Background: an optimization exercise with open tools, aiming at small area, a short achievable clock period and few clock cycles. Do not read the settings as production practice.
In this exercise RTL edits were held to simulation tests only and were not proved equivalent to the original.
No activity file was given, so power comes from the tool's default toggle rates.

==> flow/config.mk <==
export PLATFORM = sky130hd
export DESIGN_NAME = ssb_seqgen
export DESIGN_NICKNAME = ssb_seqgen
export VERILOG_FILES = /design/flow/design.v
export SDC_FILE = /design/flow/constraint.sdc
export NUM_CORES = 4
export LEC_CHECK = 0
export CAP_MARGIN = 20
export CORE_MARGIN = 2
export CORE_UTILIZATION = 40
export SLEW_MARGIN = 20
==> flow/design.v <==
module ssb_seqgen (
    input  wire        clk,
    input  wire        rst,           
    input  wire        start,
    input  wire [1:0]  op,
    input  wire [11:0] len,           
    input  wire [30:0] cinit,         
    input  wire [8:0]  nid1,          
    input  wire [1:0]  nid2,          
    input  wire [9:0]  ncell,         
    input  wire [5:0]  issb,          
    input  wire [6:0]  lmax,          
    input  wire        nhf,           
    output wire        ready,
    output wire        out_valid,
    output wire [31:0] out_data,
    input  wire        out_ready
);
    localparam [1:0] OP_PRSG = 2'd0, OP_PSS = 2'd1, OP_SSS = 2'd2, OP_DMRS = 2'd3;
    localparam [126:0] XP  = 127'h098bad833539ed0abe946e3f87796481;  
    localparam [126:0] XS0 = 127'h44c5d6c19a9cf6855f4a371fc3bcb240;  
    localparam [126:0] XS1 = 127'h7f54cee9637b5b2470be57344f143040;  
    localparam [15:0] P_ONE  = 16'h4000;   
    localparam [15:0] M_ONE  = 16'hC000;   
    localparam [15:0] P_QPSK = 16'h2D41;   
    localparam [15:0] M_QPSK = 16'hD2BF;   
    localparam [2:0] S_IDLE = 3'd0,
                     S_WARM = 3'd1,       
                     S_GEN  = 3'd2,       
                     S_OUT  = 3'd3,       
                     S_SEQ  = 3'd4;       
    reg  [2:0]  state;
    reg  [1:0]  cmd_op;
    reg  [6:0]  m0, m1;                   
    reg  [30:0] x1, x2;
    reg  [10:0] warm_cnt;
    reg  [12:0] bits_left;                
    reg  [4:0]  bit_pos;                  
    reg  [31:0] word;
    reg  [6:0]  n;                        
    wire [2:0]  ip     = (lmax == 7'd4) ? {nhf, issb[1:0]} : issb[2:0];
    wire [3:0]  ip1    = ip + 4'd1;
    wire [7:0]  q1     = ncell[9:2] + 8'd1;
    wire [11:0] prod   = ip1 * q1;
    wire [30:0] dmrs_c = {8'd0, prod[10:0], 11'd0} + {21'd0, ip1, 6'd0} + {29'd0, ncell[1:0]};
    wire        x1_new = x1[3] ^ x1[0];
    wire        x2_new = x2[3] ^ x2[2] ^ x2[1] ^ x2[0];
    wire        c_bit  = x1[0] ^ x2[0];
    wire [7:0]  sa = n + m0;
    wire [7:0]  sb = n + m1;
    wire [6:0]  ia = (sa >= 8'd127) ? sa - 8'd127 : sa[6:0];
    wire [6:0]  ib = (sb >= 8'd127) ? sb - 8'd127 : sb[6:0];
    wire        seq_neg = (cmd_op == OP_PSS) ? XP[ia] : (XS0[ia] ^ XS1[ib]);
    wire [31:0] seq_word = {16'd0, seq_neg ? M_ONE : P_ONE};
    wire [1:0]  grp   = (nid1 >= 9'd224) ? 2'd2 : (nid1 >= 9'd112) ? 2'd1 : 2'd0;
    wire [8:0]  nid1m = nid1 - 9'd112 * grp;
    assign ready     = (state == S_IDLE);
    assign out_valid = (state == S_OUT) || (state == S_SEQ);
    assign out_data  = (state == S_SEQ) ? seq_word : word;
    always @(posedge clk) begin
        if (rst) begin
            state <= S_IDLE;
        end else begin
            case (state)
                S_IDLE: begin
                    if (start) begin
                        cmd_op   <= op;
                        x1       <= 31'd1;
                        x2       <= (op == OP_DMRS) ? dmrs_c : cinit;
                        warm_cnt <= 11'd0;
                        bits_left <= (op == OP_DMRS) ? 13'd288 : {1'b0, len};
                        bit_pos  <= 5'd0;
                        word     <= 32'd0;
                        n        <= 7'd0;
                        if (op == OP_PSS) begin
                            m0 <= (nid2 == 2'd0) ? 7'd0 : (nid2 == 2'd1) ? 7'd43 : 7'd86;
                            m1 <= 7'd0;
                        end else begin
                            m0 <= 7'd15 * grp + 7'd5 * nid2;
                            m1 <= nid1m[6:0];
                        end
                        case (op)
                            OP_PSS, OP_SSS: state <= S_SEQ;
                            OP_PRSG:        state <= (len == 12'd0) ? S_IDLE : S_WARM;
                            default:        state <= S_WARM;
                        endcase
                    end
                end
                S_WARM: begin
                    x1 <= {x1_new, x1[30:1]};
                    x2 <= {x2_new, x2[30:1]};
                    warm_cnt <= warm_cnt + 11'd1;
                    if (warm_cnt == 11'd1599)
                        state <= S_GEN;
                end
                S_GEN: begin
                    x1 <= {x1_new, x1[30:1]};
                    x2 <= {x2_new, x2[30:1]};
                    bits_left <= bits_left - 13'd1;
                    bit_pos   <= bit_pos + 5'd1;
                    if (cmd_op == OP_DMRS) begin
                        if (bit_pos[0] == 1'b0) begin
                            word[15:0] <= c_bit ? M_QPSK : P_QPSK;
                        end else begin
                            word[31:16] <= c_bit ? M_QPSK : P_QPSK;
                            state <= S_OUT;
                        end
                    end else begin
                        word[bit_pos] <= c_bit;
                        if (bit_pos == 5'd31 || bits_left == 13'd1)
                            state <= S_OUT;
                    end
                end
                S_OUT: begin
                    if (out_ready) begin
                        word    <= 32'd0;
                        bit_pos <= 5'd0;
                        if (bits_left == 13'd0)
                            state <= S_IDLE;
                        else
                            state <= S_GEN;
                    end
                end
                S_SEQ: begin
                    if (out_ready) begin
                        if (n == 7'd126)
                            state <= S_IDLE;
                        else
                            n <= n + 7'd1;
                    end
                end
                default: state <= S_IDLE;
            endcase
        end
    end
endmodule
==> flow/constraint.sdc <==
create_clock -name core_clock -period 10.0 [get_ports {clk}]
set_input_delay 2.0000 -clock core_clock [delete_from_list [all_inputs] [get_ports {clk}]]
set_output_delay 2.0000 -clock core_clock [all_outputs]
set_load 0.01 [all_outputs]
==> flow/run.sh <==
#!/bin/bash
# synth_recipe.tcl (not shown) runs the flow's synth.tcl, then flattens the netlist and writes it again
# the make line also repeats each setting of config.mk as NAME=value (left out here)
make -C /OpenROAD-flow-scripts/flow DESIGN_CONFIG=/design/flow/config.mk WORK_HOME=/design/flow/orfs CLKGATE_MAP_FILE= SYNTH_SCRIPT=/design/flow/synth_recipe.tcl finish
==> results.yml <==
outcome:
  outcome: "complete, no violations"
final_layout:
  area_growth_pct: 18.0
  final_nets: 1472
  final_cell_mix: "edfxtp_1, nor2_1, nand2_1"
  layout_commonest_cell: "edfxtp_1"
  register_area_um2: 4440
  multi_input_area_um2: 6480
  final_layout_size_suffix_gt1_share_pct: 6.93
  fillers: 2663
  diodes: 0
clock_tree:
  cts_resized: 0
  h-tree-depth: 4
  cts_num_sinks: 149
  clk_path_buf_depth: 2
  cts_tree: "built"
  postCtsSetupBuffers: 0
  cts_buffers: 17
  hold_buffers: 0
  root_buffer: "clkbuf_16"
  clk_latency_ns: 0.42
  clkTransAtPathRegs_ns: 0.06
worst_hold_path:
  min_path_type: "flip-flop to flip-flop"
  worstHoldStart: "x1[1]$_SDFFCE_PP0P_"
grt:
  grt_max_degree: 93
  grt_pass1_wl_um: 43300
  grtUsageTotal_pct: 17.5
  grt-ovfl-total: 0
  antenna_found_initial: 0
  grt_pass1_vias: 8767
setup_path:
  crit_chain: "ha_1 -> fa_1 -> a211oi_1 -> nor2_1 -> o211ai_1 -> a31oi_4 -> mux2_2 -> inv_1 -> ha_1 -> nor2_1 -> a31oi_1 -> o21ai_0 -> a311oi_1 -> a21oi_1 -> o32a_1 -> nand4b_1 -> nor4b_1 -> or3_1 -> clkdlybuf4s50_1"
  startpoint: "n[0]$_SDFFCE_PN0P_"
  worst_setup_path_end_kind: "output pin"
  setup.worst_path.start_class: "flip-flop"
  arrival_ns: 6.24
  worstPathMaxFanout: 12
  cp_slowest_stage_delay_ns: 0.81
  worst-setup-path-type: "flip-flop to output pin"
  cp.required_ns: 8.00
  reg2reg_from: "bit_pos[0]$_SDFFCE_PN0P_"
  worst-path-buf-inv: 2
  crit_slowest_cell: "o211ai_1"
  crit_family: "compound AO/OA/AOI/OAI gates"
  r2r_slack_ns: 7.01
job:
  cap_viol_max_count: 0
logic_synthesis:
  synth_edf_count: 146
  synth_nets: 1393
  synth_top_flop_cell: "edfxtp_1"
  netlist_area_um2: 11400
  ys_warn_count: 1
  ys_types: 86
  async_flop_share_pct: 0
  synth_seq_area_share_pct: 38.9
  avgSynthCellArea_um2: 9.35
  syn_inst: 1221
  ys_ff_latch: 149
sta:
  fin_crit_ns: 8.24
  fin_tns_setup_ns: 0
  slew_headroom_pct: 34.2
  layout_worst_path_cycle_share_pct: 82.4
  fmax_ghz: 0.121
  tightest_slew_ns: 0.983
  finalSetupViolCount: 0
  finClkSkew_ns: 0.00933
  hold_viol_final: 0
  grt_setup_unrepaired: "no"
  slew_viol_final: 0
route:
  routedWlPerCell_um: 15.4
  routed_via_density: 5.34
  ant_nets: 0
  firstDrtPassIters: 5
  drt_iter0_markers: 778
  drc_errors: 0
  totalWireLength_um: 26000
  vias: 9031
pwr:
  p_leak_nw: 5.12
  power_w: 0.00392
  power.density_nw_per_um2: 291
  vdd_drop_max_mv: 0.107
placed_design:
  numPortBuffers: 114
  hpwl_um: 19100
  gp_congestion: 0.848
floorplanning:
  fp-row-count: 61
  start_util_pct: 40.9
  die_h_um: 173
  die_area_um2: 29900
  die_w_um: 173
  io_pins: 118
  core_um2: 27900
## stage by stage
stage	util, %	instance area, um^2	worst slack [ns]	cells	hold slack [ns]
after floorplan	-	11400	3.35	1221	0.477
after global placement	46.1	12900	2.25	1659	0.486
after detailed placement	46.1	12900	2.21	1659	0.495
after CTS	48.2	13500	1.76	1691	0.515
after global routing	48.2	13500	1.28	1691	0.523
final	48.2	13500	1.76	1691	0.509
## cells by family after synthesis
| logic type | share of synthesized area, % |
|---|---|
| and+or+nand+nor | 21.2 |
| muxes | 4.07 |
| adders and majority gates | 10.8 |
| xor gates and xnor gates | 4.90 |
| DFF | 38.9 |
| buffers and inverters | 4.58 |
| AOI/OAI and AO/OA | 15.5 |
## synthesized netlist by cell type (all sizes together) (9+ instances only)
master,instances,area (um^2)
or3,9,56.3
a21oi,66,330
a221oi,19,184
mux2,10,120
nand2,121,454
nand3,35,175
a31oi,9,71.3
fa,18,360
buf,22,116
nand2b,13,81.3
clkbuf,45,169
nand4,9,71.3
edfxtp,146,4380
and3,10,62.6
inv,62,233
nor2b,25,156
or2,11,68.8
a21o,9,67.6
nor2,128,488
xor2,29,262
xnor2,34,298
nor4,12,75.1
o211ai,10,75.1
ha,70,876
and2,74,463
a211oi,11,92.6
mux2i,34,344
o21ai,69,345
nor3,20,100
## routing by layer
| metal | share of wire [%] | GRT usage [%] | vias to the layer above |
|---|---|---|---|
| met4 | 1.2 | 4.45 | 0 |
| met2 | 46 | 28.6 | 217 |
| met5 | 0 | 0 | - |
| met3 | 4.1 | 2.75 | 26 |
| li1 | - | - | 4546 |
| met1 | 48 | 24.2 | 4242 |
## cell type report
type	count	area share, %
multi-input cells	942	48.1
well taps	378	3.51
clock inverters	11	1.14
flip-flops and latches	149	33.0
repair buffers	127	9.19
inverters	63	1.76
clock buffers	21	3.27
## worst paths after layout
| path | depth (start not counted) | to |
|---|---|---|
| setup / recovery | 19 | out_data[15] |
| hold / removal | 1 | x1[0]$_SDFFCE_PP1P_ |
| setup reg to reg | 11 | word[6]$_SDFFCE_PN0P_ |
| hold reg to reg | 1 | x1[0]$_SDFFCE_PP1P_ |
## registers in the layout, indices dropped and copies added, names as in the netlist
name and cells:
cmd_op 2, n 7, word 32, m0 7, x1 31, warm_cnt 11, bits_left 13, m1 7
bit_pos 5, x2 31, state 3
## where the power goes
part | switching, W | internal, W
Combinational | 0.00129 | 0.000868
Sequential | 0.000125 | 0.000986
Clock | 0.000258 | 0.000395
Total | 0.00167 | 0.00225
Testbench counts, summed over its fixed seeds: cycles 220,594.

afterwards: timing with drivers on the ports:
The results above use ideal ports. As a check the final layout listed here was re-extracted and re-timed, cells and wires unchanged. Step 1 (the two cells are an assumption about what drives the block):
set clk [get_ports {clk}]
set_driving_cell -lib_cell sky130_fd_sc_hd__clkbuf_16 $clk
set_driving_cell -lib_cell sky130_fd_sc_hd__buf_2 [delete_from_list [all_inputs] $clk]
Step 2, shift: input delay + t, output delay - t, t = (earliest + latest rising clock arrival at the registers) / 2. This alone moves slack from input paths to output paths. a / b / c = ideal ports / drivers / drivers and shift; a / b = the first two.
t (ns): 0.462
setup WS [ns]: 1.761 / 1.714 / 2.175
worst setup path after step 2: register to output
latest minus earliest clock arrival (ns): 0.013 / 0.013
After both steps setup and hold are still met in this run. For this run, drivers alone change the setup slack by -0.047 ns; drivers and shift together by +0.414 ns.
